What follows belongs to an exercise in optimizing a design on an open flow for small area; a production flow would make more cautious choices.
RTL that was checked went through simulation tests only; none was proved equivalent to the original.
Power figures rest on the tool's default switching activity, not on a simulated workload.

==> run a: inputs <==
==> flow/design.v <==
module pyro_hold #(
    parameter W = 8
) (
    input  wire [W-1:0] q,
    input  wire [W-1:0] d,
    input  wire         keep,
    input  wire         take,
    output wire [W-1:0] y
);
    assign y = (q & {W{keep}}) | (d & {W{take}});
endmodule
module pyro_hold_set #(
    parameter W = 1
) (
    input  wire [W-1:0] q,
    input  wire [W-1:0] d,
    input  wire         keep,
    input  wire         take,
    input  wire         set,
    output wire [W-1:0] y
);
    assign y = (q & {W{keep}}) | (d & {W{take}}) | {W{set}};
endmodule
module pyro_stream_ingest (
    input  wire         clk,
    input  wire         rst,           
    input  wire         in_valid,      
    input  wire [7:0]   in_byte,
    input  wire [31:0]  now,           
    output reg          ev_valid,      
    output wire [2:0]   ev_code,       
    output reg  [87:0]  rec_0001,      
    output reg  [7:0]   rec_0002,      
    output reg  [103:0] rec_0201,      
    output reg  [7:0]   last_seq,      
    output reg          online         
);
    localparam [3:0] LEN_LOW  = 4'b1000,
                     LEN_HIGH = 4'b1001,
                     SEQ      = 4'b1010,
                     HDR_CRC8 = 4'b1011,
                     BODY     = 4'b1100,    
                     CRC_HI   = 4'b1101;    
    localparam [2:0] EV_RESYNC_LEN   = 3'd1,
                     EV_RESYNC_CRC8  = 3'd2,
                     EV_RESYNC_CRC16 = 3'd3,
                     EV_FRAME_OK     = 3'd4,
                     EV_FRAME_UNSUB  = 3'd5;
    function [15:0] crc16_step(input [15:0] c, input [7:0] b);
        integer i;
        begin
            crc16_step = c ^ {8'h00, b};
            for (i = 0; i < 8; i = i + 1)
                crc16_step = crc16_step[0] ? ((crc16_step >> 1) ^ 16'h8408) : (crc16_step >> 1);
        end
    endfunction
    localparam [15:0] CRC16_SOF = crc16_step(16'hFFFF, 8'hA5);
    reg [3:0]  st;
    reg [7:0]  rem;           
    reg [3:0]  k;             
    reg [1:0]  cls;           
    reg [7:0]  seq_r;
    reg [15:0] crc16_r;
    reg [7:0]  stage [0:12];
    reg        now0_r;        
    reg [6:0]  age;           
    assign ev_code = st[2:0];
    wire seek = !st[3];
    wire [7:0]  crc16_t    = crc16_r[7:0] ^ in_byte;
    wire [7:0]  crc16_u    = crc16_t ^ {crc16_t[3:0], 4'h0};
    wire [15:0] crc16_next = {8'h00, crc16_r[15:8]} ^ {crc16_u, 8'h00} ^ {5'h00, crc16_u, 3'h0} ^ {12'h000, crc16_u[7:4]};
    wire [7:0]  hdr_chk;
    assign hdr_chk[0] = in_byte[6] ^ crc16_next[2] ^ crc16_r[4] ^ crc16_r[7];
    assign hdr_chk[1] = rem[2] ^ rem[4] ^ crc16_r[12] ^ crc16_t[4];
    assign hdr_chk[2] = seq_r[1] ^ in_byte[3] ^ seq_r[7] ^ crc16_t[4];
    assign hdr_chk[3] = seq_r[6] ^ in_byte[6] ^ crc16_next[1] ^ crc16_t[5];
    assign hdr_chk[4] = ~(crc16_next[2] ^ crc16_r[4] ^ crc16_next[4] ^ crc16_next[10]);
    assign hdr_chk[5] = in_byte[0] ^ seq_r[1] ^ crc16_r[5] ^ crc16_r[7] ^ crc16_r[8];
    assign hdr_chk[6] = in_byte[5] ^ crc16_next[1] ^ crc16_r[3] ^ crc16_r[6] ^ crc16_r[15];
    assign hdr_chk[7] = rem[0] ^ rem[3] ^ rem[5] ^ crc16_r[13] ^ crc16_t[5];
    wire        hdr_ok = (hdr_chk == 8'h00);
    wire in_id    = (k[3:1] == 3'b000);
    wire pay_end  = (rem == 8'd0);
    wire crc_good = (crc16_next == 16'd0);
    wire disp     = in_valid && (st == CRC_HI) && crc_good;
    wire pay_take = in_valid && (st == BODY) && !in_id && !pay_end;
    wire seq_take = in_valid && (st == SEQ);
    wire       tick     = now[0] ^ now0_r;
    wire [6:0] age_next = disp ? 7'd26 : ((tick && age != 7'd127) ? age + 7'd1 : age);
    wire [103:0] stage_flat;
    wire [12:0]  kmask;                    
    wire [103:0] stage_y;
    genvar g;
    generate for (g = 0; g < 13; g = g + 1) begin : g_stage
        wire we = pay_take && (k == g + 2);
        assign stage_flat[8*g +: 8] = stage[g];
        assign kmask[g] = (k > g + 2);
        pyro_hold #(8) u_st (.q(stage[g]), .d(in_byte), .keep(!we), .take(we), .y(stage_y[8*g +: 8]));
    end endgenerate
    wire [7:0] seq_y;
    pyro_hold #(8) u_seq (.q(seq_r), .d(in_byte), .keep(!seq_take), .take(seq_take), .y(seq_y));
    wire [7:0] lseq_y;
    pyro_hold #(8) u_lseq (.q(last_seq), .d(seq_r), .keep(!(disp || rst)), .take(disp && !rst), .y(lseq_y));
    wire sel_0001 = disp && (cls == 2'b10);
    wire sel_0002 = disp && (cls == 2'b01);
    wire sel_0201 = disp && (cls == 2'b11);
    wire [87:0]  r1_y;
    wire [7:0]   r2_y;
    wire [103:0] r3_y;
    generate for (g = 0; g < 11; g = g + 1) begin : g_r1
        wire e = sel_0001 && kmask[g];
        pyro_hold #(8) u (.q(rec_0001[8*g +: 8]), .d(stage[g]), .keep(!(e || rst)), .take(e && !rst), .y(r1_y[8*g +: 8]));
    end endgenerate
    generate for (g = 0; g < 1; g = g + 1) begin : g_r2
        wire e = sel_0002 && kmask[g];
        pyro_hold #(8) u (.q(rec_0002[8*g +: 8]), .d(stage[g]), .keep(!(e || rst)), .take(e && !rst), .y(r2_y[8*g +: 8]));
    end endgenerate
    generate for (g = 0; g < 13; g = g + 1) begin : g_r3
        wire e = sel_0201 && kmask[g];
        pyro_hold #(8) u (.q(rec_0201[8*g +: 8]), .d(stage[g]), .keep(!(e || rst)), .take(e && !rst), .y(r3_y[8*g +: 8]));
    end endgenerate
    wire [15:0] crc_y;
    wire        crc_keep = !seek && !in_valid;
    wire        crc_take = !seek && in_valid;
    generate for (g = 0; g < 16; g = g + 1) begin : g_crc
        if (CRC16_SOF[g]) begin : one
            pyro_hold_set #(1) u (.q(crc16_r[g]), .d(crc16_next[g]), .keep(crc_keep), .take(crc_take), .set(seek), .y(crc_y[g]));
        end else begin : zero
            pyro_hold #(1) u (.q(crc16_r[g]), .d(crc16_next[g]), .keep(crc_keep), .take(crc_take), .y(crc_y[g]));
        end
    end endgenerate
    integer j;
    always @(posedge clk) begin
        now0_r <= now[0];
        if (rst) begin
            st       <= 4'b0000;
            ev_valid <= 1'b0;
        end else begin
            ev_valid <= 1'b0;
            if (in_valid) begin
                case (st)
                LEN_LOW:  st <= LEN_HIGH;
                LEN_HIGH: begin
                    if (in_byte != 8'h00 || rem[7:3] == 5'b11111) begin
                        st       <= {1'b0, EV_RESYNC_LEN};
                        ev_valid <= 1'b1;
                    end else
                        st <= SEQ;
                end
                SEQ:      st <= HDR_CRC8;
                HDR_CRC8: begin
                    if (!hdr_ok) begin
                        st       <= {1'b0, EV_RESYNC_CRC8};
                        ev_valid <= 1'b1;
                    end else
                        st <= BODY;
                end
                BODY: if (!in_id && pay_end) st <= CRC_HI;
                CRC_HI: begin
                    ev_valid <= 1'b1;
                    if (!crc_good)         st <= {1'b0, EV_RESYNC_CRC16};
                    else if (cls != 2'b00) st <= {1'b0, EV_FRAME_OK};
                    else                   st <= {1'b0, EV_FRAME_UNSUB};
                end
                default: if (seek && in_byte == 8'hA5) st <= LEN_LOW;
                endcase
            end
        end
        crc16_r <= crc_y;
        if (seek) begin
            k       <= 4'd0;
        end else if (in_valid) begin
            if (st == LEN_LOW) rem <= in_byte;
            if (st == BODY && (in_id || !pay_end) && k != 4'd15) k <= k + 4'd1;
            if (pay_take) rem <= rem - 8'd1;
            if (st == BODY && k == 4'd0) cls <= {in_byte == 8'h01, in_byte == 8'h02};
            if (st == BODY && k == 4'd1)
                cls <= {cls[1] && (in_byte == 8'h00 || in_byte == 8'h02),
                        (cls[0] && in_byte == 8'h00) || (cls[1] && in_byte == 8'h02)};
        end
        for (j = 0; j < 13; j = j + 1)
            stage[j] <= stage_y[8*j +: 8];
        seq_r    <= seq_y;
        last_seq <= lseq_y;
        rec_0001 <= r1_y;
        rec_0002 <= r2_y;
        rec_0201 <= r3_y;
        if (rst) begin
            online <= 1'b0;
            age    <= 7'd127;
        end else begin
            age    <= age_next;
            online <= (age_next != 7'd127);
        end
    end
endmodule
==> flow/flow/run.sh <==
#!/bin/bash
# Own layout flow: the standard flow (standard.sh, all ORFS steps unchanged),
# with the port buffers made of the smallest buffer cell and a clock tree of
# smaller buffers without dummy loads. Each make step logs to orfs/logs/...;
# the whole run's output goes to standard.log in this folder.
set -euo pipefail
export BUFFER_PORTS_ARGS="-buffer_cell sky130_fd_sc_hd__buf_1"
export CTS_ARGS="-sink_clustering_enable -repair_clock_nets -dont_use_dummy_load -buf_list sky130_fd_sc_hd__clkbuf_4 -sink_clustering_size 10 -sink_clustering_max_diameter 50"
bash standard.sh > standard.log 2>&1
==> flow/standard.sh <==
#!/bin/bash
# synth_recipe.tcl (not shown) runs the flow's synth.tcl, then flattens the netlist and writes it again
# the make line also repeats each setting of config.mk as NAME=value (left out here)
make -C /OpenROAD-flow-scripts/flow DESIGN_CONFIG=/design/flow/config.mk WORK_HOME=/design/flow/orfs CLKGATE_MAP_FILE= SYNTH_SCRIPT=/design/flow/synth_recipe.tcl "${@:-finish}"
==> flow/config.mk <==
export PLATFORM = sky130hd
export DESIGN_NAME = pyro_stream_ingest
export DESIGN_NICKNAME = pyro_stream_ingest
export VERILOG_FILES = /design/flow/design.v
export SDC_FILE = /design/flow/constraint.sdc
export NUM_CORES = 4
export LEC_CHECK = 0
export CAP_MARGIN = 20
export CORE_MARGIN = 2
export CORE_UTILIZATION = 40
export SLEW_MARGIN = 20
export SYNTH_HIERARCHICAL = 1
==> flow/constraint.sdc <==
create_clock -name core_clock -period 10.0 [get_ports {clk}]
set_input_delay 2.0000 -clock core_clock [delete_from_list [all_inputs] [get_ports {clk}]]
set_output_delay 2.0000 -clock core_clock [all_outputs]
set_load 0.01 [all_outputs]
==> run b (differences from run a) <==
--- a/flow/design.v
+++ b/flow/design.v
@@ -85,8 +85,9 @@
     wire disp     = in_valid && (st == CRC_HI) && crc_good;
     wire pay_take = in_valid && (st == BODY) && !in_id && !pay_end;
     wire seq_take = in_valid && (st == SEQ);
-    wire       tick     = now[0] ^ now0_r;
-    wire [6:0] age_next = disp ? 7'd26 : ((tick && age != 7'd127) ? age + 7'd1 : age);
+    wire       tick    = now[0] ^ now0_r;
+    wire [7:0] age_inc = {1'b0, age} + {7'd0, tick};
+    wire       expire  = age_inc[7];
     wire [103:0] stage_flat;
     wire [12:0]  kmask;                    
     wire [103:0] stage_y;
@@ -104,20 +105,20 @@
     wire sel_0001 = disp && (cls == 2'b10);
     wire sel_0002 = disp && (cls == 2'b01);
     wire sel_0201 = disp && (cls == 2'b11);
+    wire tk_0001  = sel_0001 && !rst;
+    wire tk_0002  = sel_0002 && !rst;
+    wire tk_0201  = sel_0201 && !rst;
     wire [87:0]  r1_y;
     wire [7:0]   r2_y;
     wire [103:0] r3_y;
     generate for (g = 0; g < 11; g = g + 1) begin : g_r1
-        wire e = sel_0001 && kmask[g];
-        pyro_hold #(8) u (.q(rec_0001[8*g +: 8]), .d(stage[g]), .keep(!(e || rst)), .take(e && !rst), .y(r1_y[8*g +: 8]));
+        pyro_hold #(8) u (.q(rec_0001[8*g +: 8]), .d(stage[g]), .keep(!((sel_0001 && kmask[g]) || rst)), .take(tk_0001 && kmask[g]), .y(r1_y[8*g +: 8]));
     end endgenerate
     generate for (g = 0; g < 1; g = g + 1) begin : g_r2
-        wire e = sel_0002 && kmask[g];
-        pyro_hold #(8) u (.q(rec_0002[8*g +: 8]), .d(stage[g]), .keep(!(e || rst)), .take(e && !rst), .y(r2_y[8*g +: 8]));
+        pyro_hold #(8) u (.q(rec_0002[8*g +: 8]), .d(stage[g]), .keep(!((sel_0002 && kmask[g]) || rst)), .take(tk_0002 && kmask[g]), .y(r2_y[8*g +: 8]));
     end endgenerate
     generate for (g = 0; g < 13; g = g + 1) begin : g_r3
-        wire e = sel_0201 && kmask[g];
-        pyro_hold #(8) u (.q(rec_0201[8*g +: 8]), .d(stage[g]), .keep(!(e || rst)), .take(e && !rst), .y(r3_y[8*g +: 8]));
+        pyro_hold #(8) u (.q(rec_0201[8*g +: 8]), .d(stage[g]), .keep(!((sel_0201 && kmask[g]) || rst)), .take(tk_0201 && kmask[g]), .y(r3_y[8*g +: 8]));
     end endgenerate
     wire [15:0] crc_y;
     wire        crc_keep = !seek && !in_valid;
@@ -172,7 +173,7 @@
         end else if (in_valid) begin
             if (st == LEN_LOW) rem <= in_byte;
             if (st == BODY && (in_id || !pay_end) && k != 4'd15) k <= k + 4'd1;
-            if (pay_take) rem <= rem - 8'd1;
+            if (st == BODY && !in_id) rem <= rem - 8'd1;
             if (st == BODY && k == 4'd0) cls <= {in_byte == 8'h01, in_byte == 8'h02};
             if (st == BODY && k == 4'd1)
                 cls <= {cls[1] && (in_byte == 8'h00 || in_byte == 8'h02),
@@ -185,12 +186,7 @@
         rec_0001 <= r1_y;
         rec_0002 <= r2_y;
         rec_0201 <= r3_y;
-        if (rst) begin
-            online <= 1'b0;
-            age    <= 7'd127;
-        end else begin
-            age    <= age_next;
-            online <= (age_next != 7'd127);
-        end
+        age    <= disp ? 7'd27 : age_inc[6:0];
+        online <= !rst && (disp || (online && !expire));
     end
 endmodule
==> flow/flow/run.sh (replaced) <==
#!/bin/bash
# Own layout flow: the standard flow (standard.sh, all ORFS steps unchanged),
# with the port buffers made of the smallest buffer cell and a clock tree of
# smaller buffers without dummy loads. Each make step logs to orfs/logs/...;
# the whole run's output goes to standard.log in this folder.
set -euo pipefail
export BUFFER_PORTS_ARGS="-buffer_cell sky130_fd_sc_hd__buf_1"
export CTS_ARGS="-sink_clustering_enable -repair_clock_nets -dont_use_dummy_load -buf_list sky130_fd_sc_hd__clkbuf_4 -sink_clustering_size 9 -sink_clustering_max_diameter 40"
bash standard.sh > standard.log 2>&1
==> notes <==
In run a the clock skew is higher than in run b, by 13 ps. Die area: run b is smaller than run a (about 1%). Against run a, the clock power of run b is larger by 9.6%. Run a ran to the end with no violations. Run b went through all stages and came out clean. Between run b and run a, the lower worst setup slack is in run a (gap 70 ps). In run b the worst hold slack is better than in run a, by 23 ps. Area after synthesis: run b is lower than run a (0.99%). Between run b and run a, the lower cell count is in run b (gap about 1.1%, measured against run a). In flip-flop and latch count, run b and run a do not differ. Of run a and run b, run a has the higher combinational power (gap 74%, measured against run b). Against run a, the via count of run b is lower by 0.46%. First-iteration DRC count: run b is lower than run a (15%).
==> figures <==
quantity                                                                     run a                    run b
Result of the run                                          complete, no violations  complete, no violations
Chip height                                                                 189 um                   188 um
Launch instance of the worst register-to-register path                  crc16_r[4]               crc16_r[2]
Placed instance area                                                    0.0142 mm2               0.0141 mm2
Met2 Resource Use GR                                                         0.309                    0.305
Global-route track usage on met3                                            0.0347                   0.0378
Average vias per placed instance                                              5.48                     5.52
Cell depth of the worst flop-to-flop path                                        8                        7
Top-area cell type share of the netlist area                                 0.517                    0.522
Overall routing resource usage                                               0.201                    0.202
First-pass detailed-route iteration total                                        5                        6
Clock latency on the worst-skew pair                                        690 ps                   720 ps
Count of filler cells inserted in the layout                                  3278                     3181
Vias in the first global route                                                9532                     9425
Non-clock buffer instance count of the final layout                            234                      242
Reported leakage power                                                     5.48 nW                  5.47 nW
Number of buffer and inverter stages on the critical path                        1                        2
Core occupancy in the finished layout                                        0.432                    0.435
Instance count of the mapped netlist                                          1167                     1135
Wire length of the first global-routing pass                               56.9 mm                  56.5 mm
Floorplan die area                                                      0.0358 mm2               0.0354 mm2
Distinct cell type count after synthesis                                        67                       57
Internal Power                                                             1.75 mW                  1.76 mW
The RTL of run a was laid out without a check of its function.

==> port drivers added, routing unchanged <==
Ports are ideal in the flow. The routed layouts listed here were re-timed in OpenROAD.
Step 1 sets driving cells, clkbuf_16 on the clock port and buf_2 on the other inputs (assumed; they add their load-dependent delay and slew).
Step 2 adds t to the input delays and takes it off the output delays; t is the mean of the earliest and latest rising clock arrival at the registers after step 1. Input paths then give back, and output paths get back, about the clock's delay inside the block.
Three values: no drivers, after step 1, after step 2; two values: the first two.
run | shift t [ns] | slack for setup (ns) | clock arrival spread, ns | worst data-port slew with drivers (ns)
run a | 0.688 | 4.641 / 4.661 / 3.974 | 0.101 / 0.101 | 0.05
run b | 0.721 | 4.711 / 4.737 / 4.016 | 0.095 / 0.094 | 0.04
After both steps setup and hold are still met in every run listed. For run b, which loses most, drivers alone change the setup slack by +0.026 ns; drivers and shift together by -0.695 ns.
